Background: an optimization exercise with open tools, aiming at small area, a short achievable clock period and few clock cycles. Do not read the settings as production practice.
Function was not checked in any run shown here: the RTL went through the layout flow alone.
Power is estimated from default activity; no workload was simulated.

===== flow/config.mk =====
export PLATFORM = sky130hd
export DESIGN_NAME = fpga_disp_ctrl
export DESIGN_NICKNAME = fpga_disp_ctrl
export VERILOG_FILES = /design/flow/design.v
export SDC_FILE = /design/flow/constraint.sdc
export NUM_CORES = 4
export LEC_CHECK = 0
export CAP_MARGIN = 20
export CORE_MARGIN = 2
export CORE_UTILIZATION = 40
export SETUP_SLACK_MARGIN = 5
export SLEW_MARGIN = 20

===== flow/constraint.sdc =====
create_clock -name core_clock -period 8.0 [get_ports {clk}]
set_input_delay 1.6000 -clock core_clock [delete_from_list [all_inputs] [get_ports {clk}]]
set_output_delay 1.6000 -clock core_clock [all_outputs]
set_load 0.01 [all_outputs]

===== flow/design.v =====
module fpga_disp_ctrl (
  input  wire        clk,
  input  wire        rst,        
  input  wire        ev_valid,
  output wire        ev_ready,
  input  wire [2:0]  ev_type,
  input  wire [7:0]  ev_data,
  output reg         intn,
  output reg         cdone,
  output reg         redraw,
  output reg         fb_we,
  output reg  [14:0] fb_addr,
  output reg  [7:0]  fb_data
);
  localparam [2:0] S_PROG  = 3'd0,
                   S_CMD   = 3'd1,
                   S_PARAM = 3'd2,
                   S_SCENE = 3'd3,
                   S_LINE  = 3'd4,
                   S_DATA  = 3'd5,
                   S_FILL  = 3'd6;
  localparam [1:0] C_MATCH = 2'd0,    
                   C_SKIP  = 2'd1,    
                   C_SET0  = 2'd2,    
                   C_SET1  = 2'd3;    
  localparam [14:0] A_TOP = 15'd25308;
  reg        rdy;           
  reg [2:0]  st;
  reg        cs, rst_l, sclk;
  reg [5:0]  scnt;          
  reg [8:0]  cnt;
  reg [1:0]  cmode;
  reg [4:0]  cpos;
  reg        aux;
  assign ev_ready = rdy;
  wire       acc    = ev_valid && rdy;
  wire [7:0] b      = ev_data;
  wire       e_byte = acc && ev_type == 3'd0 && cs;
  wire       e_cs   = acc && ev_type == 3'd1 && b[0] != cs;
  wire       e_sclk = acc && ev_type == 3'd2;
  wire       e_rst  = acc && ev_type == 3'd3 && b[0] != rst_l;
  wire       e_rend = acc && ev_type == 3'd4;
  wire       s_prog  = st == S_PROG;
  wire       s_cmd   = st == S_CMD;
  wire       s_param = st == S_PARAM;
  wire       s_scene = st == S_SCENE;
  wire       s_line  = st == S_LINE;
  wire       s_data  = st == S_DATA;
  wire       s_fill  = st == S_FILL;
  wire       set0    = cmode == C_SET0;
  wire [7:0] d       = fb_data;           
  wire [7:0] exp_c =
    (cpos == 5'd0) ? "D" :
    (cpos == 5'd1) ? "a" :
    (cpos == 5'd2) ? "t" :
    (cpos == 5'd3) ? "e" :
    (cpos == 5'd4) ? ":" :
    (cpos == 5'd5) ? " " :
    (cpos == 5'd6) ? "D" :
    (cpos == 5'd7) ? "e" :
    (cpos == 5'd8) ? "c" :
    (cpos == 5'd9) ? " " :
    (cpos == 5'd10) ? "1" :
    (cpos == 5'd11) ? "0" :
    (cpos == 5'd12) ? " " :
    (cpos == 5'd13) ? "2" :
    (cpos == 5'd14) ? "0" :
    (cpos == 5'd15) ? "1" :
    (cpos == 5'd16) ? "4" :
    (cpos == 5'd17) ? " " :
    (cpos == 5'd18) ? "0" :
    (cpos == 5'd19) ? "8" :
    (cpos == 5'd20) ? ":" :
    (cpos == 5'd21) ? "3" :
    (cpos == 5'd22) ? "0" :
    8'h00;
  wire       col_end = cnt[7:0] == 8'd172;    
  wire       fresh   = aux && s_data;
  wire [7:0] adj_col = fresh ? ((d < 8'd148) ? d : 8'd0) : fb_addr[7:0];
  wire [14:0] a_adj  = A_TOP + adj_col + !fresh;
  task complete;
    begin
      intn <= 1'b0;
      st   <= S_CMD;
    end
  endtask
  always @(posedge clk) begin
    if (rst) begin
      rdy    <= 1'b1;
      st     <= S_PROG;
      cs     <= 1'b0;
      rst_l  <= 1'b0;
      sclk   <= 1'b0;
      scnt   <= 6'd0;
      cnt    <= 9'd0;
      cmode  <= C_MATCH;
      cpos   <= 5'd0;
      aux    <= 1'b0;
      intn   <= 1'b1;
      cdone  <= 1'b0;
      redraw <= 1'b0;
      fb_we  <= 1'b0;
    end else begin
      fb_we <= 1'b0;
      aux   <= 1'b0;
      if (rdy) fb_data <= b;
      if (fb_we || fresh)
        fb_addr <= (col_end || fresh) ? a_adj : fb_addr - 15'd148;
      if (s_scene)
        fb_addr <= A_TOP;
      if (aux && s_prog) begin
        case (cmode)
          C_MATCH: begin
            if (d == 8'h00) begin
              if (cpos >= 5'd5) cmode <= C_SET1;
              else cpos <= 5'd0;
            end else if (d == exp_c) begin
              cpos <= cpos + 5'd1;
              if (cpos == 5'd22) cmode <= C_SET0;
            end else begin
              cmode <= (cpos < 5'd5) ? C_SKIP : C_SET1;
            end
          end
          C_SKIP: begin
            if (d == 8'h00) begin
              cmode <= C_MATCH;
              cpos  <= 5'd0;
            end
          end
          default: ;
        endcase
      end
      if (!rdy && s_cmd) begin
        rdy  <= 1'b1;
        intn <= 1'b1;
        if (set0) begin
          if (d == 8'h01) begin st <= S_PARAM; cnt <= 9'd0; end
          else if (d == 8'h04) st <= S_SCENE;
          else complete;
        end else begin
          if (d == 8'h00) ;
          else if (d == 8'h01) st <= S_LINE;
          else if (d == 8'h02) begin redraw <= 1'b1; complete; end
          else complete;
        end
      end
      if (!rdy && s_scene) begin
        complete;
        if (d[7:2] == 6'd0) begin
          st      <= S_FILL;
          redraw  <= 1'b1;
          cpos[0] <= d[1:0] == 2'd1;
          cpos[1] <= 1'b0;
          fb_we   <= 1'b1;
          fb_data <= (d[1:0] == 2'd2) ? 8'h30 : (d[1:0] == 2'd3) ? 8'h0C : 8'h00;
          cnt     <= 9'd1;
        end else begin
          rdy <= 1'b1;
        end
      end
      if (s_fill) begin
        fb_we <= 1'b1;
        cnt   <= col_end ? 9'd1 : cnt + 9'd1;
        if (col_end) cpos[1] <= (fb_addr[7:0] >= 8'd49) && (fb_addr[7:0] <= 8'd96);
        if (cpos[0])
          fb_data <= (cpos[1] && cnt[7:0] >= 8'd62 && cnt[7:0] <= 8'd109) ? 8'hFC : 8'h00;
        if (fb_addr == 15'd295) begin               
          rdy <= 1'b1;
          st  <= S_CMD;
        end
      end
      if (e_byte) begin
        case (st)
          S_PROG: begin
            if (!cnt[8]) begin
              cnt <= cnt + 9'd1;
              aux <= cnt[8:1] != 8'd0;
            end
          end
          S_CMD, S_SCENE: rdy <= 1'b0;
          S_PARAM: begin
            if (cnt[1:0] == 2'd3) complete;
            else cnt <= cnt + 9'd1;
          end
          S_LINE: begin
            aux  <= 1'b1;
            cnt  <= 9'd240;
            st   <= S_DATA;
            intn <= 1'b1;
          end
          default: begin             
            if (cnt[7:0] == 8'd188) begin
              st   <= S_LINE;
              intn <= 1'b0;
            end else begin
              if (cnt[7:0] < 8'd172) fb_we <= 1'b1;
              cnt <= cnt + 9'd1;
            end
          end
        endcase
      end
      if (e_cs) begin
        cs <= b[0];
        if (!b[0] && !s_prog) complete;
      end
      if (e_sclk) begin
        sclk <= b[0];
        if (!sclk && b[0] && !cs && s_prog) begin
          scnt <= scnt + 6'd1;
          if (scnt == 6'd50) begin
            cdone <= 1'b1;
            complete;
          end
        end
      end
      if (e_rst) begin
        rst_l <= b[0];
        if (b[0]) begin
          cdone <= 1'b0;
        end else begin
          intn  <= 1'b1;
          scnt  <= 6'd0;
          st    <= S_PROG;
          cnt   <= 9'd0;
          cmode <= C_MATCH;
          cpos  <= 5'd0;
        end
      end
      if (e_rend) redraw <= 1'b0;
    end
  end
endmodule

===== flow/run.sh =====
#!/bin/bash
# synth_recipe.tcl (not shown) runs the flow's synth.tcl, then flattens the netlist and writes it again
# the make line also repeats each setting of config.mk as NAME=value (left out here)
make -C /OpenROAD-flow-scripts/flow DESIGN_CONFIG=/design/flow/config.mk WORK_HOME=/design/flow/orfs CLKGATE_MAP_FILE= SYNTH_SCRIPT=/design/flow/synth_recipe.tcl finish

==> notes.md, run 1 <==
* Status: complete, no violations
* Final Wtd Congestion at approximately 0.92
* Critical path type: input pin to flip-flop
* Final WS setup at approximately 5000 ps
* Min-Delay Path Class: flip-flop to flip-flop
* Period minus WS final at approximately 3000 ps
* Synthesized Nets at between 600 and 700
* Relative slew slack at 0.450
* Initial antenna violation count at 0
* Core area at 0.0119 mm^2
* Clock root buffer: clkbuf_16
* WP buf/inv at 4
* CP max-delay cell: dlygate4sd2_1
* Grt peak-use layer: met2
* Setup violators final at 0
* Syn Area/Cell at approximately 7.6 um^2
* Synth Area in Compound Gates at 0.251
* CTS sink cnt at 57
* Initial Util at 0.406
* Worst vdd ir at 0.0000964 V
* FP Rows at 40
* Yosys reg bits at 57
* Post-Syn Area at around 0.0048 mm^2
* Seq/Total Area, Yosys at 0.283
* Ys flop type: dfxtp_1
* Leakage at roughly 2.3 nW
* Most frequent cells in the layout: nor2_1 (71), nand2_1 (56), buf_4 (47)
* Clk latency of the worst-skew pair at between 300 and 400 ps
* Met3 usage at 0.0372
* Family with the most delay on the worst path: simple AND/OR/NAND/NOR gates
* Global-route wire length before repair at around 24,000 um
* Diodes inserted at 0
* Initial DRC count at approximately 410
* Crit. End Element: flip-flop
* Yosys cell types at 76
* CTS Buf Count at 9
* Fmax at about 330 MHz
* Critical path data arrival time at ~3300 ps
* DRC errors left at 0
* CP peak stage delay at approximately 270 ps
* Chip Width at approximately 110 um
* R2r worst-path depth at 10
* Clock Pin Slew Worst Setup and Hold Paths at roughly 50 ps
* Final core occ at 0.522
* Adder-cell share of the synthesized area at 0.0388
* Vias per cell at 6.04
* Slew @ Worst Pin at 814 ps
* Mapped Cells at approximately 630
* GRT overflow at 0
* H-tree depth at 3
* Post-synthesis simple-gate area fraction at 0.286
* Async SR Flop Fraction at 0
* DRT Pass-1 Iters at 5
* Hold depth at 2
* Vias in the first global route at around 4,700
* Post-Synth XOR/XNOR Area at 0.0574
* Largest family of logic cells by synthesized area: simple AND/OR/NAND/NOR gates
* Critical path peak fanout at 4
* Final hold violations at 0
* Worst path required time at just over 8000 ps
* Post-synthesis mux area share at 0.0269
* Port bufs at 41
* Final setup TNS at 0 ps
* Hold buffer count at CTS at 0
* Clk_skew at 8.69 ps
* Die area at between 0.01 and 0.015 mm^2
* Detailed-route via count at between 5,000 and 6,000
* Crit-path cells: dlygate4sd2_1, nor2b_4, nor2b_4, buf_6, buf_4, nand3_2, buf_4, nor3_1, a21oi_1, o21ai_0
* Commonest non-fill, non-tap cell in the layout: nor2_1
* Grt met1 use at 0.299
* Setup crit start kind: input pin
* Final wirelength at 14,900 um
* RSZ-0062 raised after global routing: yes
* Layout fillers at about 1,100
* Die Y at around 110 um
* WL per Instance at 17.7 um
* Proportion of layout cells with a drive suffix above 1 at 0.181
* Final period utilization at 0.375
* Overall power at between 0.7 and 0.8 mW
* I/O pin count at 42
* GRT Total Usage at 0.227
* Met2 Resource Use GR at 0.379
* # nets final at roughly 720
* Clock buffer depth at 2
* Worst path depth at 10
* Area growth from synthesis to layout at 28.4%
* Max-cap violations at 0
* Post-route ant nets at 0
* CTS tree: yes
* Final slew viol count at 0
* Largest net degree at the start of global routing at 30
* HPWL Detailed at 9810 um
* PwrDens at 121 mW/mm^2
* Dpl ws at between 3000 and 4000 ps
* Synth warn at 1
* Number of synthesized flops with an enable pin at 23
==> power by group <==
part	total, mW	switching [mW]	internal (mW)
combinational	0.0591	0.0332	0.0259
sequential	0.307	0.00333	0.303
clock	0.384	0.136	0.248
==> per-stage QoR <==
stage               area, um^2  cells  hold WS [ps]
floorplan                 4870    633           463
global placement          5300    781           478
detailed placement        5300    781           491
CTS                       5920    825           500
global route              6210    844           562
finish                    6210    844           513
==> worst paths after layout <==
kind	startpoint	end	slack (ps)
hold / removal	redraw$_SDFF_PP0_	redraw$_SDFF_PP0_	510
setup / recovery	ev_type[2]	intn$_SDFF_PP1_	5000
hold reg to reg	redraw$_SDFF_PP0_	redraw$_SDFF_PP0_	510
setup reg to reg	cpos[0]$_SDFF_PP0_	cpos[3]$_SDFF_PP0_	5090
==> area by class of cell <==
class	count	area (um^2)	share of cell area
Clock buffer	12	246	0.0397
Clock inverter	4	45.0	0.00725
Inverter	21	86.3	0.0139
Multi-Input combinational cell	513	3470	0.559
Sequential cell	57	1390	0.224
Tap cell	147	184	0.0296
Timing Repair Buffer	90	788	0.127
==> cells in the mapped netlist (5+ instances only) <==
cell / instances / area [um^2]
o22ai_1: 6 / 37.5
nand4_1: 6 / 37.5
nor4_1: 8 / 50.1
xor2_1: 12 / 105
and2_1: 6 / 37.5
nand2_1: 56 / 210
nand2b_1: 11 / 68.8
o21ai_0: 48 / 240
o21ai_1: 5 / 25.0
a211oi_1: 9 / 67.6
mux2i_1: 13 / 130
dfxtp_1: 34 / 681
nor3_1: 26 / 130
buf_2: 8 / 40.0
a32oi_1: 5 / 43.8
or2_2: 6 / 37.5
or4_1: 5 / 37.5
clkbuf_1: 30 / 113
xnor2_1: 16 / 140
a22o_1: 5 / 43.8
ha_1: 15 / 188
or3_1: 6 / 37.5
nor3b_1: 6 / 45.0
and3_1: 10 / 62.6
a31oi_1: 9 / 56.3
nand3_1: 21 / 105
o21a_1: 5 / 37.5
nor2_1: 71 / 267
edfxtp_1: 23 / 691
inv_1: 20 / 75.1
nor2b_1: 16 / 100
a21oi_1: 40 / 200
==> what timing repair did <==
action,CTS,global route
pin swaps,10,9
resized for setup,37,28
setup buffers,28,17
gates cloned,0,2
setup endpoints to repair,46,27
==> kinds of logic (layout without fill, tap and decap cells) <==
group	count (synthesis)	count (layout)
AO/OA/AOI/OAI	182	183
XOR/XNOR	30	30
adder cells (fa/ha/maj)	15	15
buffers and inverters	65	127
flip-flops	57	57
multiplexers	13	13
AND/OR/NAND/NOR	271	272
==> layer usage <==
layer	up-vias	share of wire
met3	25	0.049
met2	161	0.49
met1	2466	0.44
met5	-	0
met4	0	0.021
li1	2449	-
==> tightest hold or removal path, cell delays in order (launching register included) <==
cell and delay (ps):
dfxtp_1 300, a21oi_1 110, nor3_1 50
==> registers in the layout, indices dropped and copies added, names as in the netlist <==
name,count
aux,1
cdone,1
cmode,2
cnt,9
cpos,5
cs,1
fb_addr,15
fb_data,8
fb_we,1
intn,1
rdy,1
redraw,1
rst_l,1
sclk,1
scnt,6
st,3
==> inputs of run 2 (changes only) <==
--- a/flow/config.mk
+++ b/flow/config.mk
@@ -8,5 +8,4 @@
 export CAP_MARGIN = 20
 export CORE_MARGIN = 2
 export CORE_UTILIZATION = 40
-export SETUP_SLACK_MARGIN = 5
 export SLEW_MARGIN = 20
==> run 2 against run 1 <==
Net effect: clock power up 9.4%; critical endpoint is now scnt[5]$_SDFF_PP0_; largest cell class unchanged; global-route usage down 0.61 points; design area fell by 10%; critical path type unchanged; sequential cell count is the same; combinational power fell by 27%; clock skew shrank 0.55 ps; still clean on timing, DRC and antenna; cell count is 5.6% lower.
==> notes.md, run 2 <==
* Critical path data arrival time at between 4000 and 5000 ps
* Storage cell area at about 0.0014 mm^2
* R2r worst-path depth at 11
* Sequential Power Share at 0.402
* Yosys reg bits at between 50 and 60
* Critical path peak fanout at 7
* Final slew viol count at 0
* Leakage at roughly 2 nW
* Hold buffer count at CTS at 0
* Status: complete, no violations
* PwrDens at 139 mW/mm^2
* Family with the most delay on the worst path: simple AND/OR/NAND/NOR gates
* Die Y at about 110 um
* CTS Buf Count at 9
* Clock Pin Slew Worst Setup and Hold Paths at 50 ps
* Switch share at 0.222
* Mapped Cells at ~630
* Number of synthesized flops with an enable pin at 23
* DRC errors left at 0
* Relative slew slack at 0.305
* Number of gates resized after cts at 0
* Final hold violations at 0
* Initial Util at 0.406
* Synth top area share at 0.143
* Seq/Total Area, Yosys at 0.283
* Slew @ Worst Pin at ~1000 ps
* Port bufs at 41
* Core area at around 0.012 mm^2
* Setup violators final at 0
* Worst vdd ir at between 0.0001 and 0.00015 V
* CTS tree: yes
* GRT Total Usage at 0.221
* Yosys cell types at 76
* Initial antenna violation count at 0
* Crit-path cells: clkdlybuf4s50_1, nor2b_1, nor2b_1, nand3_1, nor4_1, and4_1, nand3_1, xor2_1, nor2_1
* Largest net degree at the start of global routing at 31
* Logic pwr share at 0.056
* Initial DRC count at ~370
* WL per Instance at around 17 um
* Cell-internal power at between 0.6 and 0.7 mW
* Global-route wire length before repair at approximately 23,000 um
* Clock root buffer: clkbuf_16
* Critical path type: input pin to flip-flop
* Setup crit start kind: input pin
* Multi-input gate area at 0.00319 mm^2
* Hold depth at 2
* Commonest cells post-synth: nor2_1 (71), nand2_1 (56), o21ai_0 (48), a21oi_1 (40), dfxtp_1 (34)
* Top-count cell post-synth: nor2_1
* Fmax at around 250 MHz
* CP max-delay cell: nor4_1
* Vias in the first global route at ~4,600
* Top cells by area, synth: edfxtp_1 (14%), dfxtp_1 (14%), nor2_1 (5.5%), o21ai_0 (5.0%), nand2_1 (4.3%)
* Max-cap violations at 0
* Post-route ant nets at 0
* Final setup TNS at 0 ps
* Synthesized Nets at between 600 and 700
* # nets final at between 600 and 700
* Final wirelength at roughly 14,000 um
* Vias per cell at 6.11
* Area growth from synthesis to layout at 15.5%
* Async SR Flop Fraction at 0
* Leading area contributor after synthesis: edfxtp_1
* CP peak stage delay at slightly above 900 ps
* Worst path depth at 9
* GRT overflow at 0
* H-tree depth at 3
* Chip Width at around 110 um
* Die area at 0.0130 mm^2
* Layout fillers at around 1,100
* Final Wtd Congestion at between 0.8 and 0.9
* Min-Delay Path Class: flip-flop to flip-flop
* FP Rows at 40
* Clock network power share at 0.542
* Syn Area/Cell at 7.64 um^2
* Commonest non-fill, non-tap cell in the layout: nor2_1
* Clk_skew at approximately 8 ps
* Most frequent cells in the layout: nor2_1 (71), nand2_1 (56), o21ai_0 (48)
* Max FFs per register at 15
* WP buf/inv at 1
* DRT Pass-1 Iters at 5
* Synth warn at 1
* Detailed-route via count at between 4,000 and 5,000
* Ys flop type: dfxtp_1
* Final period utilization at 0.507
* Clock buffer depth at 2
* Largest Register: fb_addr
* Largest regs: fb_addr: 15 flops, cnt: 9 flops, fb_data: 8 flops
* HPWL Detailed at 9960 um
* Period minus WS final at about 4100 ps
* Final core occ at 0.469
* Post-CTS Setup Inserts at 0
* RSZ-0062 raised after global routing: no
* Switching power at approximately 0.17 mW
* Diodes inserted at 0
* Clk latency of the worst-skew pair at between 300 and 400 ps
* Proportion of layout cells with a drive suffix above 1 at 0.0569
* Post-Syn Area at 0.00484 mm^2
* CTS sink cnt at 57
* I/O pin count at 42
* Crit. End Element: flip-flop
* Worst path required time at between 8000 and 9000 ps
==> run 2: logic make-up (layout without fill, tap and decap cells) <==
kind of cell    after synthesis  in the layout  share of synthesized area
simple gates                271            271                      0.286
compound gates              182            182                      0.251
buf+inv                      65             82                     0.0564
flops                        57             57                      0.283
xor+xnor                     30             30                     0.0574
fa+ha+maj                    15             15                     0.0388
mux                          13             13                     0.0269
==> run 2: final cells by class <==
class                      count  area share
tap                          147      0.0329
sequential                    57       0.245
clock buffer                  10      0.0428
inverter                      21      0.0141
clock inverter                 6      0.0146
multi-input combinational    511       0.571
timing repair buffer          45      0.0788
==> run 2: path summary, 6_finish.rpt <==
kind	from	to	slack, ps
max	ev_valid	scnt[5]$_SDFF_PP0_	3950
min	rst_l$_SDFFE_PP0P_	rst_l$_SDFFE_PP0P_	490
max reg2reg	cpos[2]$_SDFF_PP0_	cpos[3]$_SDFF_PP0_	4320
min reg2reg	rst_l$_SDFFE_PP0P_	rst_l$_SDFFE_PP0P_	490
==> run 2: worst register-to-register path: stages, from the launching register on <==
cell	delay, ps
dfxtp_1	850
inv_2	230
nor2_1	160
ha_1	340
nor3b_1	110
o21ai_1	200
mux2i_1	90
a2111oi_0	420
and4_1	340
nand4_4	190
or4_1	530
a31oi_1	160
==> run 2: per-layer routing <==
layer / global-route usage / share of wire
met2: 0.360 / 0.47
met1: 0.298 / 0.46
met4: 0.0756 / 0.019
met3: 0.0388 / 0.045
met5: 0 / 0
==> run 2: stage by stage <==
step           cell area (um^2)  instances  hold WS, ps  setup WS, ps  power, mW
6_report                   5590        797          493          3950      0.775
5_1_grt                    5590        797          532          3690      0.799
4_1_cts                    5590        797          495          3930      0.783
3_5_place_dp               5270        781          488          3580      0.360
3_3_place_gp               5270        781          476          3730      0.360
2_1_floorplan              4840        633          463          4530      0.340
==> run 2: power by group through the flow <==
stage	clock [mW]	sequential, mW	combinational (mW)
after global placement	0	0.318	0.0422
final	0.420	0.312	0.0431
after global routing	0.439	0.312	0.0476
after detailed placement	0	0.318	0.0428
after floorplan	0	0.315	0.0257
after CTS	0.428	0.312	0.0431

==> re-timing with driven ports <==
In the flow no input, the clock included, has a driving cell. The finished layouts below were timed again as built, in two steps. Step 1 sets driving cells, clkbuf_16 on the clock port and buf_2 on the other inputs (assumed; they add their load-dependent delay and slew). Step 2 also shifts input and output timing later by t, the mid clock arrival at the registers, as if the neighbouring blocks saw the same clock. a / b / c = ideal / step 1 / step 2; a / b = the first two.
run	t, ns	slack for setup (ns)	worst setup path after step 2	clock arrival spread, ns	worst register clock-pin slew, ns
run 1	0.367	5.003 / 5.002 / 4.658	input to register	0.009 / 0.009	0.05 / 0.05
run 2	0.374	3.948 / 3.959 / 3.584	input to register	0.008 / 0.009	0.05 / 0.05
After both steps setup and hold are still met in every run listed. The setup slack of run 2, which loses most, moves by +0.011 ns with the drivers and by -0.364 ns with both steps.
